What follows belongs to an exercise in optimizing a design on an open flow for a short achievable clock period and few clock cycles; a production flow would make more cautious choices.
The RTL was checked by simulation tests, not by an equivalence proof against the original design.
Power is estimated from default activity; no workload was simulated.

**config.mk**
```make
export PLATFORM = sky130hd
export DESIGN_NAME = m1h4_core
export DESIGN_NICKNAME = m1h4_core
export VERILOG_FILES = /design/flow/design.v
export SDC_FILE = /design/flow/constraint.sdc
export NUM_CORES = 4
export LEC_CHECK = 0
export ABC_CLOCK_PERIOD_IN_PS = 4000
export CAP_MARGIN = 20
export CORE_MARGIN = 2
export CORE_UTILIZATION = 50
export SETUP_SLACK_MARGIN = 5
export SLEW_MARGIN = 20
```
**design.v**
```verilog
module m1h4_core (
    input              clk,
    input              rst,           
    input      [13:0]  ibound,        
    output     [12:0]  imem_addr,
    input      [111:0] imem_rdata,
    output     [12:0]  dmem_raddr,
    input      [31:0]  dmem_rdata,
    output             dmem_we,
    output     [12:0]  dmem_waddr,
    output     [31:0]  dmem_wdata,
    output             out_valid,
    output     [7:0]   out_byte,
    input              in_valid,
    input      [7:0]   in_byte,
    output             in_ready,
    output             stopped,
    output     [1:0]   cause,
    input      [3:0]   dbg_idx,
    output     [31:0]  dbg_data
);
    localparam [3:0] OP_JUMP  = 4'd1,  OP_COND = 4'd2,  OP_MOVE  = 4'd3,
                     OP_ADD   = 4'd4,  OP_SUB  = 4'd5,  OP_WRITE = 4'd6,
                     OP_READ  = 4'd7,  OP_LOAD = 4'd8,  OP_STORE = 4'd9,
                     OP_PUSH  = 4'd10, OP_POP  = 4'd11, OP_BREAK = 4'd12;
    localparam [2:0] K_NONE = 3'd0, K_REG = 3'd1, K_ADDR = 3'd2, K_CHAR = 3'd4;
    localparam [1:0] EX_NONE = 2'd0, EX_INVALID = 2'd1, EX_ACCESS = 2'd2, EX_NOINSTR = 2'd3;
    reg  [31:0]  rf [0:15];
    wire [31:0]  pc = rf[14];
    wire [31:0]  sp = rf[15];
    reg          stopped_q;
    reg  [1:0]   cause_q;
    reg  [31:0]  d_pc;            
    reg  [31:0]  d_pc1, d_pc2;    
    reg  [31:0]  e_tgt;           
    reg          e_pcwk;
    reg          e_sstop;         
    reg          e_czero;         
    reg  [1:0]   e_scause;
    reg          late_q;          
    reg          late_inc;        
    reg  [13:0]  ib;              
    reg          e_valid;
    reg  [111:0] e_ir;
    reg          e_wf;            
    reg          e_ff;            
    reg          e_isread;        
    reg          e_fwd;           
    reg          e_reread;        
    reg  [1:0]   e_step;
    reg  [31:0]  opa_q;
    reg  [31:0]  fwd_q;
    function hdr_legal(input [15:0] hdr);
        case (hdr)
            16'h1200, 16'h1400,
            16'h2200, 16'h2600, 16'h2400,
            16'h3240, 16'h32C0, 16'h3280, 16'h3440, 16'h34C0, 16'h3480,
            16'h4248, 16'h4258, 16'h4250, 16'h42C8, 16'h42D8, 16'h42D0,
            16'h4288, 16'h4298, 16'h4290,
            16'h5248, 16'h5258, 16'h5250, 16'h52C8, 16'h52D8, 16'h52D0,
            16'h5288, 16'h5298, 16'h5290,
            16'h6800, 16'h6600, 16'h6200,
            16'h7200,
            16'h8240, 16'h82C0,
            16'h9240, 16'h92C0, 16'h9640, 16'h96C0,
            16'hA200, 16'hA600,
            16'hB200,
            16'hC000: hdr_legal = 1'b1;
            default:  hdr_legal = 1'b0;
        endcase
    endfunction
    function slot_ok(input [2:0] k, input [31:0] v);
        slot_ok = (k == K_NONE) ? (v == 32'd0) :
                  (k == K_REG)  ? (v[31:4] == 28'd0) :
                  (k == K_CHAR) ? (v[31:8] == 24'd0) : 1'b1;
    endfunction
    function addr_ok(input [31:0] a, input [13:0] ib);
        addr_ok = (a[31:13] == 19'd0) && ({1'b0, a[12:0]} >= ib);
    endfunction
    wire [3:0]  op  = e_ir[111:108];
    wire [2:0]  k0  = e_ir[107:105];
    wire [2:0]  k1  = e_ir[104:102];
    wire [2:0]  k2  = e_ir[101:99];
    wire [31:0] v0  = e_ir[95:64];
    wire [31:0] v1  = e_ir[63:32];
    wire [31:0] v2  = e_ir[31:0];
    wire [31:0] ra = rf[v0[3:0]];
    wire [31:0] rb = rf[v1[3:0]];
    wire [31:0] rc = rf[v2[3:0]];
    wire [2:0]  ka;
    wire [31:0] va, rva;
    wire [31:0] fa  = (ka == K_REG) ? rva : va;
    wire is_jump  = (op == OP_JUMP);
    wire is_cond  = (op == OP_COND);
    wire is_move  = (op == OP_MOVE);
    wire is_add   = (op == OP_ADD);
    wire is_sub   = (op == OP_SUB);
    wire is_write = (op == OP_WRITE);
    wire is_load  = (op == OP_LOAD);
    wire is_store = (op == OP_STORE);
    wire is_push  = (op == OP_PUSH);
    wire is_pop   = (op == OP_POP);
    wire is_break = (op == OP_BREAK);
    wire a_in_slot0 = is_cond || is_write || is_push;
    assign ka  = a_in_slot0 ? k0 : k1;
    assign va  = a_in_slot0 ? v0 : v1;
    assign rva = a_in_slot0 ? ra : rb;
    wire        need_a = is_load || is_pop || (ka == K_ADDR);
    wire        need_b = (is_add || is_sub) && (k2 == K_ADDR);
    wire        need_w = (is_move && (k0 == K_ADDR)) || is_store || is_push;
    wire        two    = need_a && need_b;
    wire [31:0] addr_a = is_load ? ((k1 == K_REG) ? rb : v1) : (is_pop ? sp - 32'd1 : va);
    wire [31:0] addr_w = is_push ? sp : ((is_store && (k0 == K_REG)) ? ra : v0);
    wire [31:0] jump_target = (k0 == K_REG) ? ra : v0;
    reg  [13:0] okq, ltq, stq;
    reg         spok, spm1ok, splt, spst;
    function lt_ib(input [31:0] a, input [13:0] b);
        lt_ib = a < {18'd0, b};
    endfunction
    wire ok_v0 = (v0[3:0] == 4'd14) ? 1'b0 : (v0[3:0] == 4'd15) ? spok : okq[v0[3:0]];
    wire ok_v1 = (v1[3:0] == 4'd14) ? 1'b0 : (v1[3:0] == 4'd15) ? spok : okq[v1[3:0]];
    wire lt_v0 = (v0[3:0] == 4'd14) ? 1'b1 : (v0[3:0] == 4'd15) ? splt : ltq[v0[3:0]];
    wire st_v0 = (v0[3:0] == 4'd14) ? 1'b0 : (v0[3:0] == 4'd15) ? spst : stq[v0[3:0]];
    wire st_v1 = (v1[3:0] == 4'd14) ? 1'b0 : (v1[3:0] == 4'd15) ? spst : stq[v1[3:0]];
    wire e_dj  = is_jump  && (k0 == K_REG);
    wire e_dla = is_load  && (k1 == K_REG);
    wire e_dsw = is_store && (k0 == K_REG);
    wire dyn_fault = (e_dj && !lt_v0) || (e_dla && !ok_v1) || (e_dsw && !ok_v0) ||
                     (is_push && !spok) || (is_pop && !spm1ok);
    reg  [15:0] zq, zst;
    wire [31:0] fb   = (k2 == K_REG) ? rc : v2;
    wire [31:0] zb   = is_sub ? ~fb : is_move ? 32'd0 : fb;
    wire [31:0] zc   = {fa[30:0] | zb[30:0], is_sub};
    wire        nm_zero = ~|(fa ^ zb ^ zc);
    wire        nm_ok  = (is_move || is_add || is_sub) && (ka != K_ADDR) && (k2 != K_ADDR);
    wire c_zero  = (v0[3:0] == 4'd14) ? (pc == 32'd0) : zq[v0[3:0]];
    wire c_stale = (v0[3:0] != 4'd14) && zst[v0[3:0]];
    wire cond_fskip = (k0 == K_REG) ? !c_zero : !e_czero;
    wire dyn_stale = (is_cond && (k0 == K_REG) && c_stale) ||
                     ((e_dj || e_dsw) && st_v0) || (e_dla && st_v1) ||
                     ((is_push || is_pop) && spst);
    wire e_mstall = e_valid && (((e_step == 2'd0) && (e_reread || two)) ||
                                ((e_step == 2'd2) && need_b));
    wire e_rwait  = e_valid && e_isread && !in_valid;    
    wire [31:0] mem_in = ((e_step == 2'd0) && e_fwd) ? fwd_q : dmem_rdata;
    wire [31:0] mem_a  = (e_step == 2'd1) ? opa_q : mem_in;
    wire [31:0] val_a = need_a ? mem_a  : ((ka == K_REG) ? rva : va);
    wire [31:0] val_b = need_b ? mem_in : ((k2 == K_REG) ? rc  : v2);
    wire [31:0] addsub = val_a + (val_b ^ {32{is_sub}}) + {31'd0, is_sub};
    reg         dst_we;
    reg  [31:0] dst_val;
    always @(*) begin
        dst_we  = 1'b0;
        dst_val = val_a;
        case (op)
            OP_MOVE:  dst_we = (k0 == K_REG);
            OP_ADD:   begin dst_we = 1'b1; dst_val = addsub; end
            OP_SUB:   begin dst_we = 1'b1; dst_val = addsub; end
            OP_READ:  begin dst_we = 1'b1; dst_val = {24'd0, in_byte}; end
            OP_LOAD:  dst_we = 1'b1;
            OP_POP:   dst_we = 1'b1;
            default:  dst_we = 1'b0;
        endcase
    end
    wire [3:0] dst = v0[3:0];
    wire cond_true = (val_a != 32'd0);
    wire [31:0] sp_new = is_push ? sp + 32'd1 :
                         (dst == 4'd15) ? mem_a - 32'd1 : sp - 32'd1;
    wire e_dwait = e_valid && !e_sstop && dyn_stale;
    wire f_any   = e_sstop || dyn_fault;
    wire stop_now = e_valid && !e_mstall && !e_dwait && f_any;
    wire [1:0] cause_now = e_sstop ? e_scause : e_dj ? EX_INVALID : EX_ACCESS;
    wire e_ok = e_valid && !e_mstall && !e_dwait && !f_any;
    wire e_go = e_ok && !e_rwait;
    wire pcw       = dst_we && (dst == 4'd14);
    wire pcw_fast  = e_pcwk;    
    wire fast_redir = e_valid && !e_mstall && !e_dwait &&
                      ((is_jump && (k0 == K_REG)) || (is_cond && (ka != K_ADDR) && !cond_fskip) || pcw_fast);
    wire late_redir = (pcw && !pcw_fast) || (is_cond && (ka == K_ADDR) && !cond_true);
    wire [31:0] pc1 = pc + 32'd1;
    wire [31:0] fpc = is_jump ? ra : is_cond ? pc1 : e_tgt;
    wire [3:0]  d_op = imem_rdata[111:108];
    wire [2:0]  d_k0 = imem_rdata[107:105];
    wire [2:0]  d_k1 = imem_rdata[104:102];
    wire [2:0]  d_k2 = imem_rdata[101:99];
    wire [31:0] d_v0 = imem_rdata[95:64];
    wire [31:0] d_v1 = imem_rdata[63:32];
    wire [31:0] d_v2 = imem_rdata[31:0];
    wire d_wf = hdr_legal(imem_rdata[111:96]) && slot_ok(d_k0, d_v0) &&
                slot_ok(d_k1, d_v1) && slot_ok(d_k2, d_v2);
    wire d_ff = !(d_pc < {18'd0, ib});
    wire d_load  = (d_op == OP_LOAD);
    wire d_s0    = (d_op == OP_COND) || (d_op == OP_WRITE) || (d_op == OP_PUSH);
    wire [2:0]  d_sa = d_s0 ? d_k0 : d_k1;
    wire [31:0] d_sv = d_s0 ? d_v0 : d_v1;
    wire d_aconst = (d_load && (d_k1 != K_REG)) ||
                    ((d_op != OP_LOAD) && (d_op != OP_POP) && (d_sa == K_ADDR));
    wire [31:0] d_aaddr = d_load ? d_v1 : d_sv;
    wire d_needb  = ((d_op == OP_ADD) || (d_op == OP_SUB)) && (d_k2 == K_ADDR);
    wire d_wconst = ((d_op == OP_MOVE) && (d_k0 == K_ADDR)) || ((d_op == OP_STORE) && (d_k0 != K_REG));
    wire d_acc  = (d_aconst && !addr_ok(d_aaddr, ib)) || (d_needb && !addr_ok(d_v2, ib)) ||
                  (d_wconst && !addr_ok(d_v0, ib));
    wire d_jf   = (d_op == OP_JUMP) && (d_k0 != K_REG) && !lt_ib(d_v0, ib);
    wire d_sstop = d_ff || (d_op == 4'd0) || !d_wf || d_jf || d_acc || (d_op == OP_BREAK);
    wire [1:0] d_scause = d_ff ? EX_INVALID : (d_op == 4'd0) ? EX_NOINSTR :
                          (!d_wf || d_jf) ? EX_INVALID : d_acc ? EX_ACCESS : EX_NONE;
    wire d_pop   = (d_op == OP_POP);
    wire d_slot0 = (d_op == OP_COND) || (d_op == OP_WRITE) || (d_op == OP_PUSH);
    wire [2:0]  d_ka = d_slot0 ? d_k0 : d_k1;
    wire [31:0] d_va = d_slot0 ? d_v0 : d_v1;
    wire [3:0]  d_ri = d_v1[3:0];
    reg  [12:0] d_rv;
    always @(*) begin
        case (d_ri)
            4'd0:  d_rv = rf[0][12:0];   4'd1:  d_rv = rf[1][12:0];
            4'd2:  d_rv = rf[2][12:0];   4'd3:  d_rv = rf[3][12:0];
            4'd4:  d_rv = rf[4][12:0];   4'd5:  d_rv = rf[5][12:0];
            4'd6:  d_rv = rf[6][12:0];   4'd7:  d_rv = rf[7][12:0];
            4'd8:  d_rv = rf[8][12:0];   4'd9:  d_rv = rf[9][12:0];
            4'd10: d_rv = rf[10][12:0];  4'd11: d_rv = rf[11][12:0];
            4'd12: d_rv = rf[12][12:0];  4'd13: d_rv = rf[13][12:0];
            4'd14: d_rv = d_pc[12:0];    default: d_rv = rf[15][12:0];
        endcase
    end
    wire e_wr_static = e_valid && (((op == OP_MOVE) && (k0 == K_REG)) || is_add || is_sub ||
                                   (op == OP_READ) || is_load || is_pop);
    wire [12:0] d_popaddr = (e_valid && is_push) ? sp[12:0] :
                            (e_valid && is_pop)  ? sp[12:0] - 13'd2 :
                                                   sp[12:0] - 13'd1;
    wire [12:0] d_raddr = d_load ? ((d_k1 == K_REG) ? d_rv : d_v1[12:0]) :
                          d_pop  ? d_popaddr :
                          (d_op == OP_COND) ? d_v0[12:0] :
                          (d_k1 == K_ADDR) ? d_v1[12:0] : d_v2[12:0];
    wire d_reread = (d_load && (d_k1 == K_REG) && (d_ri != 4'd14) &&
                     ((e_wr_static && (dst == d_ri)) ||
                      ((d_ri == 4'd15) && e_valid && (is_push || is_pop)))) ||
                    (d_pop && e_wr_static && (dst == 4'd15));
    wire d_fwd = e_valid && need_w && (d_raddr == addr_w[12:0]);
    wire d_movepc = (imem_rdata[111:96] == 16'h32C0) && (d_v0 == 32'd14);
    wire d_addpc  = (imem_rdata[111:96] == 16'h4258) && (d_v0 == 32'd14) && (d_v1 == 32'd14);
    wire [31:0] d_tgt = d_movepc ? d_v1 + 32'd1 : d_pc1 + d_v2;
    wire d_jumpa = (d_op == OP_JUMP) && (d_k0 == K_ADDR);
    wire d_cond  = (d_op == OP_COND);
    wire [31:0] pred = d_jumpa ? d_v0 : d_cond ? d_pc2 : d_pc1;
    wire hold = stopped_q || e_mstall || e_dwait;
    wire use_pred = !late_q && !hold && !fast_redir;
    wire [31:0] f_reg = late_q ? (late_inc ? pc1 : pc) :
                        hold   ? d_pc : fpc;
    wire [31:0] f_next = use_pred ? pred : f_reg;
    assign imem_addr = f_next[12:0] & {13{~rst}};    
    wire d_to_e = !late_q && !(e_valid && (e_mstall || e_dwait || e_rwait || fast_redir || late_redir));
    integer i;
    always @(posedge clk) begin
        if (rst) begin
            for (i = 0; i < 16; i = i + 1)
                rf[i] <= 32'd0;
        end else if (e_go) begin
            if (dst_we)
                rf[dst] <= dst_val;
            if (is_push)
                rf[15] <= sp_new;
            if (is_pop)
                rf[15] <= sp_new;
            rf[14] <= is_jump ? jump_target :
                      is_cond ? (cond_true ? pc + 32'd2 : pc1) :
                      pcw_fast ? fpc :
                      pcw ? dst_val : pc1;
        end else if (late_q && late_inc) begin
            rf[14] <= pc1;
        end
    end
    integer fi;
    always @(posedge clk) begin
        for (fi = 0; fi < 14; fi = fi + 1) begin
            if (e_go && is_move && (k0 == K_REG) && (k1 == 3'd3) && (dst == fi)) begin
                okq[fi] <= addr_ok(v1, ib);
                ltq[fi] <= lt_ib(v1, ib);
                stq[fi] <= rst;
            end else begin
                okq[fi] <= addr_ok(rf[fi], ib);
                ltq[fi] <= lt_ib(rf[fi], ib);
                stq[fi] <= rst || (e_go && dst_we && (dst == fi));
            end
        end
        if (e_go && is_push) begin
            spok   <= addr_ok(sp + 32'd1, ib);
            spm1ok <= addr_ok(sp, ib);
            splt   <= lt_ib(sp + 32'd1, ib);
        end else if (e_go && is_pop && (dst != 4'd15)) begin
            spok   <= addr_ok(sp - 32'd1, ib);
            spm1ok <= addr_ok(sp - 32'd2, ib);
            splt   <= lt_ib(sp - 32'd1, ib);
        end else begin
            spok   <= addr_ok(sp, ib);
            spm1ok <= addr_ok(sp - 32'd1, ib);
            splt   <= lt_ib(sp, ib);
        end
        spst <= rst || (e_go && dst_we && (dst == 4'd15));
        for (fi = 0; fi < 16; fi = fi + 1) begin
            if (e_go && dst_we && (dst == fi)) begin
                zq[fi]  <= nm_zero;
                zst[fi] <= rst || !nm_ok;
            end else if (e_go && is_push && (fi == 15)) begin
                zq[fi]  <= (sp == 32'hFFFFFFFF);
                zst[fi] <= rst;
            end else if (e_go && is_pop && (fi == 15)) begin
                zq[fi]  <= (sp == 32'd1);
                zst[fi] <= rst;
            end else begin
                zq[fi]  <= (rf[fi] == 32'd0);
                zst[fi] <= rst;
            end
        end
    end
    always @(posedge clk) begin
        if (rst) begin
            d_pc  <= 32'd0;
            d_pc1 <= 32'd1;
            d_pc2 <= 32'd2;
        end else begin
            d_pc  <= f_next;
            d_pc1 <= f_next + 32'd1;
            d_pc2 <= f_next + 32'd2;
        end
        ib   <= ibound;
        if (rst) begin
            stopped_q <= 1'b0;
            cause_q   <= EX_NONE;
            e_valid   <= 1'b0;
            e_step    <= 2'd0;
            late_q    <= 1'b0;
            late_inc  <= 1'b0;
        end else if (stopped_q || stop_now) begin
            stopped_q <= 1'b1;
            if (!stopped_q) cause_q <= cause_now;
            e_valid   <= 1'b0;
            late_q    <= 1'b0;
        end else begin
            late_q <= (e_go && late_redir) || e_rwait;
            late_inc <= e_go && pcw && !pcw_fast;
            if (e_mstall) begin
                if (e_step == 2'd0 && e_reread) begin
                    e_step <= 2'd2;
                end else begin
                    opa_q  <= mem_in;
                    e_step <= 2'd1;
                end
            end else if (!e_dwait) begin
                e_valid <= d_to_e;
                e_step  <= 2'd0;
            end
            if (d_to_e) begin
                e_ir     <= imem_rdata;
                e_wf     <= d_wf;
                e_ff     <= d_ff;
                e_isread <= d_wf && !d_ff && (d_op == OP_READ);
                e_fwd    <= d_fwd;
                e_reread <= d_reread;
                e_tgt    <= d_tgt;
                e_sstop  <= d_sstop;
                e_czero  <= (d_v0 == 32'd0);
                e_scause <= d_scause;
                e_pcwk   <= d_movepc || d_addpc;
                fwd_q    <= val_a;
            end
        end
    end
    wire e_port = e_valid && (((e_step == 2'd0) && (e_reread || two)) ||
                              ((e_step == 2'd2) && need_b));
    wire [12:0] e_raddr = ((e_step == 2'd0) && e_reread) ? addr_a[12:0] : v2[12:0];
    assign dmem_raddr = e_port ? e_raddr : d_raddr;
    assign dmem_we    = e_ok && need_w;
    assign dmem_waddr = addr_w[12:0];
    assign dmem_wdata = val_a;
    assign out_valid  = e_ok && is_write;
    assign out_byte   = val_a[7:0];
    assign in_ready   = e_valid && e_isread;
    assign stopped    = stopped_q || stop_now;
    assign cause      = stopped_q ? cause_q : cause_now;
    assign dbg_data   = rf[dbg_idx];
endmodule
```
**constraint.sdc**
```tcl
create_clock -name core_clock -period 12.0 [get_ports {clk}]
set_input_delay 2.4000 -clock core_clock [delete_from_list [all_inputs] [get_ports {clk}]]
set_output_delay 2.4000 -clock core_clock [all_outputs]
set_load 0.01 [all_outputs]
```
**run.sh**
```bash
#!/bin/bash
# synth_recipe.tcl (not shown) runs the flow's synth.tcl, then flattens the netlist and writes it again
# the make line also repeats each setting of config.mk as NAME=value (left out here)
make -C /OpenROAD-flow-scripts/flow DESIGN_CONFIG=/design/flow/config.mk WORK_HOME=/design/flow/orfs CLKGATE_MAP_FILE= SYNTH_SCRIPT=/design/flow/synth_recipe.tcl finish
```
==> results of run 1 <==
worst reg2reg max path, stage by stage (launching register included):
cell and delay [ns]:
dfxtp_4 0.69, buf_8 0.49, buf_6 0.52, mux4_2 0.44, mux4_2 0.72, mux2i_2 0.70
mux2i_1 0.30, ha_1 0.26, xnor2_1 0.26, nor4_1 1.06, nand4_1 0.20, nor4_1 0.43
nand3_2 0.55, o41ai_1 0.54
sequential cells by signal (all words and copies together), names as in the netlist, 16 cells and up, named ones only:
register and flops:
rf 512, e_ir 109, d_pc1 32, d_pc2 32, e_tgt 32, fwd_q 32, opa_q 32, d_pc 31
zst 16
power groups by stage:
stage               Clock, uW  Sequential (uW)  Combinational [uW]
floorplan                   0             4250                6570
global placement            0             4840               11300
CTS                      3710             4670               12200
global route             3810             4670               13600
finish                   3760             4700               13800
detailed placement          0             4860               11400
per-layer routing:
metal / up-vias / wire [um] / GRT usage [%]
li1: 31250 / - / -
met1: 41170 / 158800 / 68.81
met2: 10160 / 184600 / 77.80
met3: 3110 / 96110 / 37.39
met4: 92 / 58660 / 50.34
met5: - / 2734 / 10.38
placed cells by master (no fill, tap or decap), types with 85 or more instances in the layout:
| master | Yosys | routed |
|---|---|---|
| a21o_1 | 90 | 87 |
| a21oi_1 | 402 | 386 |
| a22oi_1 | 102 | 87 |
| buf_4 | 24 | 505 |
| clkbuf_16 | 0 | 114 |
| clkdlybuf4s50_1 | 0 | 238 |
| dfxtp_1 | 206 | 194 |
| diode_2 | 0 | 85 |
| edfxtp_1 | 725 | 725 |
| ha_1 | 424 | 419 |
| inv_1 | 132 | 129 |
| mux2i_1 | 252 | 216 |
| mux4_2 | 594 | 594 |
| nand2_1 | 613 | 592 |
| nand3_1 | 170 | 160 |
| nand4_1 | 170 | 170 |
| nor2_1 | 1021 | 1006 |
| nor2b_1 | 100 | 95 |
| nor3_1 | 154 | 140 |
| nor4_1 | 142 | 134 |
| o21ai_0 | 300 | 279 |
| xnor2_1 | 247 | 244 |
| xor2_1 | 161 | 160 |
final timing paths:
path	slack [ns]	start	to
max	4.73	flop	zq[12]$_DFF_P_
min	0.51	cause_q[0]$_SDFFE_PP0P_	cause_q[0]$_SDFFE_PP0P_
max reg2reg	4.73	flop	zq[12]$_DFF_P_
min reg2reg	0.51	cause_q[0]$_SDFFE_PP0P_	cause_q[0]$_SDFFE_PP0P_
metrics by stage:
step                cells  total power (uW)  hold WS [ns]
floorplan            7851             10820        0.4602
global placement     9934             16110        0.4753
detailed placement   9936             16220        0.4961
CTS                 10310             20580        0.5107
global route        10430             22090        0.5229
finish              10490             22290        0.5110
repair_timing:
action / 4_1_cts / 5_1_grt
resized for setup: 489 / 146
hold buffers: 0 / 0
gates cloned: 12 / 2
pin swaps: 79 / 57
buffers inserted: 164 / 91
setup endpoints to repair: 685 / 451
Yosys cell counts, types with 35 or more instances:
cell type	n
o22ai_1	82
ha_1	424
a22o_1	37
and2_1	52
xor2_1	161
xnor2_1	247
buf_2	83
buf_1	81
a211oi_1	87
o21a_1	77
nand3_1	170
clkbuf_1	411
nor2b_1	100
nor3_1	154
a21o_1	90
o211ai_1	69
a21oi_1	402
edfxtp_1	725
o221ai_1	35
mux4_2	594
or4_1	55
o21ai_0	300
nand2_1	613
nand4_1	170
nor4_1	142
a221oi_1	39
mux2_2	76
nand2b_1	79
inv_1	132
mux2i_1	252
and3_1	50
dfxtp_1	206
a31oi_1	53
a22oi_1	102
nor2_1	1021
cell type report:
class,instances,area (um2),area share (%)
multi-input combinational,6182,51980,55.45
timing repair buffer,899,8588,9.160
antenna,85,212.7,0.2269
sequential,931,25940,27.66
tap,2058,2575,2.746
inverter,135,519.2,0.5538
clock inverter,63,920.9,0.9822
clock buffer,138,3019,3.220
kinds of logic after synthesis:
logic type	count (synthesis)	synth area share (%)
XOR/XNOR	408	4.534
multiplexers	923	21.27
flip-flops	931	32.85
adder cells (fa/ha/maj)	426	6.782
buffers and inverters	741	3.826
AO/OA/AOI/OAI	1661	14.05
AND/OR/NAND/NOR	2761	16.68
==> out/results.ini, run 1 <==
[worst_setup_path]
cp.arrival_ns=7.96
start_kind=flop
crit_path_end_kind=flop
slowest_delay_ns=1.05
cp.depth=13
crit_buf_inv=2
cp_max_fo=46
cpLargestDelayFamily=simple AND/OR/NAND/NOR gates
cp_slowest_cell=nor4_1
crit_chain=buf_8 -> buf_6 -> mux4_2 -> mux4_2 -> mux2i_2 -> mux2i_1 -> ha_1 -> xnor2_1 -> nor4_1 -> nand4_1 -> nor4_1 -> nand3_2 -> o41ai_1
reg2reg_depth=13
required_ns=12.69
crit_type=flop to flop

[worst_hold_path]
hp-class=flop to flop
whs_path_depth=2

[routing]
post_drt_wl_per_cell_um=47.75
drc=0
num_vias=85790
antenna_left=0
drt_iter0_drc=18880
drt-total-wl_mm=501.0
drtPass1Iterations=14
viasPerCell=8.177

[timing]
timing.setup.tns_ns=0
final-setup-viol-count=0
fin_ws_ns=4.729
post-route-period-util_pct=60.59
rsz0062_at_grt=yes
finalMaxSlewViolations=4
worst_slew_pin_slew_ns=1.585
timing.fmax_mhz=137.5
slew_headroom_pct=-6.019
finalHoldViolations=0
clock_skew_ns=0.06315
fin_crit_ns=7.271

[die]
die_w_um=401.0
fp-row-count=145
fp.dieH_um=401.0
boundaryPins=290
initial_utilization_pct=50.40
dieArea_um2=160800
core_um2=156400

[global_routing]
grt_pass1_vias=77240
grt_overflow=0
antenna_found_initial=95
grt_max_degree=158
grt_pass1_wl_mm=665.3
grt_usage_pct=60.37

[placed_design]
hpwl_mm=359.7
dp_slack_ns=2.802
place.gp.congestion=1.191
placed_cell_area_um2=84820
port_buffers=289

[pwr]
intPower_uw=10850
vdd_ir_drop_max_v=0.0001865
power_frac_seq_pct=21.1
pwr-share-comb_pct=62.0
p_per_area_nw_per_um2=237.7
power_switching_share_pct=51.33
clkPwrFrac_pct=16.9
p_leak_uw=0.03479
p_sw_uw=11440

[layout]
drive_gt1_share_pct=22.56
final_util_pct=59.95
fin_area_um2=93760
fillers=13080
nets=8855
area_growth_pct=18.96

[outcome]
status=complete, but fails checks
so_faults=capacitance limit, slew limit

[cts]
clockBufferDepth=3
clock_latency_ns=0.84
cts_sinks=931
clkTransAtPathRegs_ns=0.07
cts_tree=done
cts_made_buffers=107
root_buffer=clkbuf_16
h-tree-depth=3

[synthesis]
ys.flop_type=edfxtp_1
synth_enable_flop_cells=725
synth_area_per_cell_um2=10.04
postSynthNetCount=8450
yosysSeqAreaShare_pct=32.85
synth_async_sr_flop_share_pct=0
yosysTopAreaCell=edfxtp_1
ys_seq_elements=931
ys_warn_count=1
syn_area_um2=78820
synth_cell_types=105
synth.top_cells.by_area=edfxtp_1 28%, mux4_2 17%, ha_1 6.7%, dfxtp_1 5.2%, nor2_1 4.9%
yosysTopAreaCellShare_pct=27.62
synthCells=7851

[run]
maxCapViolations=1

Testbench counts, summed over its fixed seeds: cycles 63,109.
==> run 2, diff against run 1 <==
--- a/design.v
+++ b/design.v
@@ -239,5 +239,5 @@
     wire d_movepc = (imem_rdata[111:96] == 16'h32C0) && (d_v0 == 32'd14);
     wire d_addpc  = (imem_rdata[111:96] == 16'h4258) && (d_v0 == 32'd14) && (d_v1 == 32'd14);
-    wire [31:0] d_tgt = d_movepc ? d_v1 + 32'd1 : d_pc1 + d_v2;
+    wire [31:0] d_tgt = (d_movepc ? d_v1 : d_pc1) + (d_movepc ? 32'd1 : d_v2);
     wire d_jumpa = (d_op == OP_JUMP) && (d_k0 == K_ADDR);
     wire d_cond  = (d_op == OP_COND);
--- a/config.mk
+++ b/config.mk
@@ -7,7 +7,7 @@
 export LEC_CHECK = 0
 export ABC_CLOCK_PERIOD_IN_PS = 4000
-export CAP_MARGIN = 20
+export CAP_MARGIN = 35
 export CORE_MARGIN = 2
-export CORE_UTILIZATION = 50
+export CORE_UTILIZATION = 40
 export SETUP_SLACK_MARGIN = 5
-export SLEW_MARGIN = 20
+export SLEW_MARGIN = 35
==> out/results.ini, run 2 <==
[outcome]
status=finished clean

[worst_setup_path]
crit_path_end_kind=flop
crit_type=input port to flop
cp.arrival_ns=7.94
required_ns=12.55
start_kind=input port
cp_max_fo=4

[routing]
num_vias=79940
viasPerCell=7.371
drtPass1Iterations=9
drt_iter0_drc=14950
antenna_left=0
drc=0
drt-total-wl_mm=484.9
post_drt_wl_per_cell_um=44.71

[timing]
slew_headroom_pct=24.53
fin_crit_ns=7.389
final-setup-viol-count=0
post-route-period-util_pct=61.57
finalHoldViolations=0
clock_skew_ns=0.04512
timing.setup.tns_ns=0
worst_slew_pin_slew_ns=1.122
timing.fmax_mhz=135.3
rsz0062_at_grt=yes
finalMaxSlewViolations=0

[run]
maxCapViolations=0

[die]
core_um2=195200
fp-row-count=162
fp.dieH_um=447.7
dieArea_um2=200400
die_w_um=447.7
initial_utilization_pct=40.33
boundaryPins=290

[layout]
regMostFlops=rf
area_growth_pct=21.04
fillers=17970
largest_reg_flops=512
final_common_cell=nor2_1
nets=8698
final_cell_mix=941 x nor2_1, 725 x edfxtp_1, 605 x mux4_2
drive_gt1_share_pct=25.29
top_regs=rf x512, e_ir x109

[synthesis]
ys_seq_elements=931
ys.flop_type=edfxtp_1
syn_area_um2=78730
synthCells=7666
synth_enable_flop_cells=725
ys_top_cells_by_count=961 x nor2_1, 725 x edfxtp_1, 605 x mux4_2
synth.most_common_cell=nor2_1
ys_warn_count=1
synth.top_cells.by_area=edfxtp_1 28%, mux4_2 17%, ha_1 6.7%, dfxtp_1 5.2%, nor2_1 4.6%
yosysTopAreaCell=edfxtp_1
synth_async_sr_flop_share_pct=0
synth_cell_types=131
synth_area_per_cell_um2=10.27
postSynthNetCount=8261
yosysSeqAreaShare_pct=32.89
yosysTopAreaCellShare_pct=27.65

[cts]
root_buffer=clkbuf_16
cts_sinks=931
clockBufferDepth=3
cts_made_buffers=114
cts_tree=done
h-tree-depth=3
clock_latency_ns=0.84
clkTransAtPathRegs_ns=0.06

[pwr]
vdd_ir_drop_max_v=0.0001456
total_power_uw=15120
p_per_area_nw_per_um2=158.7
p_leak_uw=0.03546

[global_routing]
grt_usage_pct=46.89
grt_max_degree=127
grt_pass1_wl_mm=642.2
grt_overflow=0
grt_pass1_vias=73490
antenna_found_initial=57

[worst_hold_path]
hp-class=flop to flop

[placed_design]
place.gp.congestion=1.101
hpwl_mm=346.8
port_buffers=289

## run 2: cell types whose count changed after synthesis, sizes merged, moves of 24 or more
cell	before	now
nand2	613	548
mux2	77	140
a21oi	403	345
nor2	1022	965
nand4	170	129
a211oi	91	54
inv	132	96
xnor2	247	212
and2	55	89
nand3	171	195
## run 2: layer usage
layer	routed length [um]	global-route usage (%)	vias up
li1	-	-	30630
met1	168700	58.15	39440
met2	191200	64.51	7809
met3	74960	19.07	2035
met4	49740	35.83	28
met5	306	0.7326	-
## run 2: area by class of cell
| cell class | count | area [um2] | area share (%) |
|---|---|---|---|
| Timing Repair Buffer | 944 | 9530 | 10.00 |
| Clock inverter | 70 | 738.2 | 0.7747 |
| Tap cell | 2624 | 3283 | 3.445 |
| Antenna cell | 22 | 55.05 | 0.05777 |
| Clock buffer | 143 | 3057 | 3.208 |
| Sequential cell | 931 | 25940 | 27.22 |
| Inverter | 98 | 379.1 | 0.3978 |
| Multi-Input combinational cell | 6014 | 52310 | 54.90 |
## run 2: through the flow
| stage | setup slack [ns] | hold WS (ns) | instances | instance area, um2 | utilization, % |
|---|---|---|---|---|---|
| 6_report | 4.611 | 0.4985 | 10850 | 95290 | 48.82 |
| 5_1_grt | 4.487 | 0.5450 | 10830 | 95240 | 48.79 |
| 4_1_cts | 4.777 | 0.5004 | 10730 | 93400 | 47.85 |
| 3_5_place_dp | 2.246 | 0.4873 | 10270 | 85310 | 43.70 |
| 3_3_place_gp | 2.327 | 0.4748 | 10260 | 85000 | 43.55 |
| 2_1_floorplan | 4.512 | 0.4602 | 7666 | 78930 | - |
## run 2: worst paths after layout
check / startpoint / end / slack (ns) / cells after the start
max: imem_rdata[88] / e_tgt[31]$_DFFE_PP_ / 4.61 / 25
min reg2reg: cause_q[0]$_SDFFE_PP0P_ / cause_q[0]$_SDFFE_PP0P_ / 0.50 / 2
max reg2reg: rf[15][1]$_DFFE_PP_ / e_fwd$_DFFE_PP_ / 4.99 / 37
min: cause_q[0]$_SDFFE_PP0P_ / cause_q[0]$_SDFFE_PP0P_ / 0.50 / 2
## run 2: critical path, cell delays in order
cell and delay, ns:
buf_8 0.10, nor4_4 0.43, nand3_2 0.24, nor3_4 0.23, buf_6 0.15, nand4_1 0.13, or4b_4 0.52, or4_4 0.48
buf_12 0.16, buf_8 0.13, buf_12 0.13, mux2_4 0.30, ha_4 0.27, o21a_1 0.12, o2111ai_2 0.18, or4b_4 0.55
nand3_4 0.12, o31a_1 0.20, a41oi_2 0.19, a21oi_4 0.22, a31o_4 0.19, a211oi_2 0.06, o21bai_1 0.15, a21oi_1 0.11
xnor2_1 0.15
## run 2: logic make-up after synthesis
family          Yosys count  synth area share (%)
flops                   931                 32.89
buf+inv                 721                 3.941
xor+xnor                353                 3.927
compound gates         1541                 13.17
mux                    1005                 22.79
fa+ha+maj               423                 6.738
simple gates           2692                 16.54
## run 2: power by group
group	switching, uW	total (uW)	internal [uW]
sequential	508	4310	3800
clock	1630	3680	2050
combinational	4500	7130	2640
## run 2: timing repair
action / CTS / global route
pin swaps: 125 / 78
resized for setup: 609 / 225
hold buffers: 0 / 0
endpoints found under the setup margin: 772 / 253
cloned: 22 / 7
setup buffers: 229 / 84
Testbench counts of run 2, summed over its fixed seeds: cycles 63,109.
==> run 3, diff against run 2 <==
--- a/config.mk
+++ b/config.mk
@@ -6,8 +6,8 @@
 export NUM_CORES = 4
 export LEC_CHECK = 0
-export ABC_CLOCK_PERIOD_IN_PS = 4000
+export ABC_CLOCK_PERIOD_IN_PS = 5000
 export CAP_MARGIN = 35
 export CORE_MARGIN = 2
 export CORE_UTILIZATION = 40
-export SETUP_SLACK_MARGIN = 5
+export SETUP_SLACK_MARGIN = 3.5
 export SLEW_MARGIN = 35
==> out/results.ini, run 3 <==
[routing]
viasPerCell=7.323
post_drt_wl_per_cell_um=46.74
drtPass1Iterations=9
drt_iter0_drc=13030
drt-total-wl_mm=493.4
antenna_left=0
drc=0
num_vias=77290

[synthesis]
postSynthNetCount=8261
syn_area_um2=78730
synth_area_per_cell_um2=10.27
synth.most_common_cell=nor2_1
synth_cell_types=131
ys.flop_type=edfxtp_1
yosysTopAreaCellShare_pct=27.65
yosysSeqAreaShare_pct=32.89
ys_top_cells_by_count=961 x nor2_1, 725 x edfxtp_1, 605 x mux4_2
ys_seq_elements=931
ys_warn_count=1
synthCells=7666
synth.top_cells.by_area=edfxtp_1 28%, mux4_2 17%, ha_1 6.7%, dfxtp_1 5.2%, nor2_1 4.6%
synth_enable_flop_cells=725
yosysTopAreaCell=edfxtp_1
synth_async_sr_flop_share_pct=0

[cts]
cts_hold_buf=0
cts_sinks=931
root_buffer=clkbuf_16
clock_latency_ns=0.85
cts_made_buffers=114
cts_tree=done
h-tree-depth=3
clockBufferDepth=3
clkTransAtPathRegs_ns=0.06

[worst_setup_path]
crit_buf_inv=4
crit_path_end_kind=primary output
r2r_setup_slack_ns=3.89
cp_max_fo=13
r2r_end=rf[14][21]$_DFFE_PP_
cp_slowest_cell=clkdlybuf4s50_1
cpMostUsedCell=o21ai_0
start_kind=input port
cpLargestDelayFamily=buffers and inverters
crit_chain=clkdlybuf4s15_1 -> buf_6 -> nand2_1 -> nor2_2 -> buf_4 -> a22o_1 -> a221oi_1 -> nand3_1 -> o22ai_2 -> o21ai_0 -> a21oi_1 -> o21ai_0 -> clkdlybuf4s50_1
reg2reg_from=e_ir[109]$_DFFE_PP_
cp.arrival_ns=6.28
required_ns=9.60
crit_type=input port to primary output
slowest_delay_ns=0.69
reg2reg_depth=22
cp-startpoint=imem_rdata[35]

[die]
initial_utilization_pct=40.33
core_um2=195200
dieArea_um2=200400
die_w_um=447.7
boundaryPins=290
fp.dieH_um=447.7
fp-row-count=162

[placed_design]
port_buffers=289
hpwl_mm=367.3
placed_cell_area_um2=85380
place.gp.congestion=1.066
place_inst=10300

[layout]
drive_gt1_share_pct=19.43
fin_area_um2=89810
final_util_pct=46.01
final_cells=10560
top_regs=rf x512, e_ir x109
final_cell_mix=943 x nor2_1, 725 x edfxtp_1, 605 x mux4_2
nets=8400
area_growth_pct=14.07
final_common_cell=nor2_1
regMostFlops=rf
largest_reg_flops=512

[global_routing]
grt_usage_pct=48.16
antenna_found_initial=50
grt_max_degree=98
grt_busiest_layer=met2
grt_util_met2_pct=68.33
grtUsageMet3_pct=15.40
grt_pass1_wl_mm=652.5
met1_usage_pct=60.53
grt_overflow=0
grt_pass1_vias=71520

[worst_hold_path]
hp-class=flop to flop
worstHoldEndpoint=cause_q[0]$_SDFFE_PP0P_
min-delay-start=cause_q[0]$_SDFFE_PP0P_
whs_path_depth=2

[timing]
timing.fmax_mhz=115.2
whs_ns=0.5013
rsz0062_at_grt=yes
worst_slew_pin_slew_ns=1.160
post-route-period-util_pct=72.32
clock_skew_ns=0.08657
slew_headroom_pct=21.83
timing.setup.tns_ns=0
final-setup-viol-count=0
finalMaxSlewViolations=0
finalHoldViolations=0
fin_crit_ns=8.678

[pwr]
vdd_ir_drop_max_v=0.0001449
p_leak_uw=0.03284
p_per_area_nw_per_um2=163.7

[outcome]
status=finished clean

[run]
maxCapViolations=0

## run 3: changes by cell type in the layout (fill, tap and decap cells not counted), sizes merged, moves of 5 or more
cell           before  now
buf               674  361
bufbuf             10    0
dlygate4sd2        11    0
clkdlybuf4s15       7    2
dlymetal6s2s        9    1
clkdlybuf4s50     222  279
## run 3: how the worst max path moves through the flow
stage	cells after the start	slack [ns]	to
6_report	13	3.32	dmem_raddr[5]
5_1_grt	13	3.38	dmem_raddr[5]
4_1_cts	8	3.50	dmem_wdata[19]
3_3_place_gp	24	1.21	e_tgt[30]$_DFFE_PP_
2_1_floorplan	24	3.74	e_tgt[30]$_DFFE_PP_
3_5_place_dp	24	1.26	e_tgt[30]$_DFFE_PP_
## run 3: metal layers
layer | wire, um | vias to the layer above
li1 | - | 29980
met1 | 178200 | 38940
met2 | 201400 | 6711
met3 | 64990 | 1644
met4 | 48600 | 22
met5 | 189 | -
## run 3: timing repair
item	CTS	global route
buffers inserted	3	5
gates cloned	0	0
pin swaps	3	8
gates resized for setup	58	28
setup endpoints to repair	40	22
hold endpoints to repair	0	0
## run 3: final cells by class
| class | instances | area [um2] |
|---|---|---|
| clock inverter | 67 | 703.2 |
| tap | 2624 | 3283 |
| fill | 18530 | 105400 |
| inverter | 98 | 367.9 |
| sequential | 931 | 25940 |
| timing repair buffer | 646 | 5685 |
| clock buffer | 149 | 3118 |
| multi-input combinational | 6014 | 50650 |
| antenna | 26 | 65.06 |
## run 3: worst reg2reg max path, stage by stage, from the launching register on
cell and delay (ns):
edfxtp_1 0.37, buf_4 0.26, or4b_1 0.97, nand2_2 0.52, nor3_2 0.07, buf_4 0.27
nor2_1 0.81, a21oi_1 0.38, ha_1 0.45, a21oi_1 0.26, nor2b_1 0.08, o21a_1 0.17
o21a_1 0.16, o2111ai_1 0.16, nand2_1 0.11, o2111ai_2 0.55, a31oi_1 0.31, nor3_1 0.67
or3b_2 0.51, a32oi_2 0.22, buf_4 0.34, nand2_1 0.11, a21o_1 0.20
## run 3: kinds of logic after synthesis
group,after synthesis,share of synthesized area [%]
muxes,1005,22.79
xor gates and xnor gates,353,3.927
adders and majority gates,423,6.738
buffers and inverters,721,3.941
DFF,931,32.89
and+or+nand+nor,2692,16.54
AOI/OAI and AO/OA,1541,13.17
## run 3: report_power, final
group	leakage, uW	switching [uW]	internal (uW)
Combinational	0.0220	4390	2300
Clock	0.00183	1660	2000
Sequential	0.00898	559	3800
## run 3: metrics by stage
stage,total power (uW),setup slack [ns]
floorplan,7615,3.741
global placement,10700,1.208
detailed placement,10720,1.259
CTS,14350,3.500
global route,14880,3.383
finish,14700,3.322

[port drivers added, routing unchanged]
In the flow no input, the clock included, has a driving cell. The finished layouts below were timed again as built, in two steps. Step 1 assumes that a clkbuf_16 drives the clock port and a buf_2 every other input. Step 2 also shifts input and output timing later by t, the mid clock arrival at the registers, as if the neighbouring blocks saw the same clock. a / b / c = no drivers / after step 1 / after step 2; a / b = the first two.
run | t (ns) | setup slack, ns | latest minus earliest clock arrival (ns)
run 1 | 0.906 | 4.729 / 4.693 / 4.079 | 0.064 / 0.063
run 2 | 0.916 | 4.611 / 4.634 / 3.752 | 0.045 / 0.045
run 3 | 0.892 | 3.322 / 3.282 / 2.751 | 0.087 / 0.086
For run 2, which loses most, drivers alone change the setup slack by +0.023 ns; drivers and shift together by -0.859 ns.
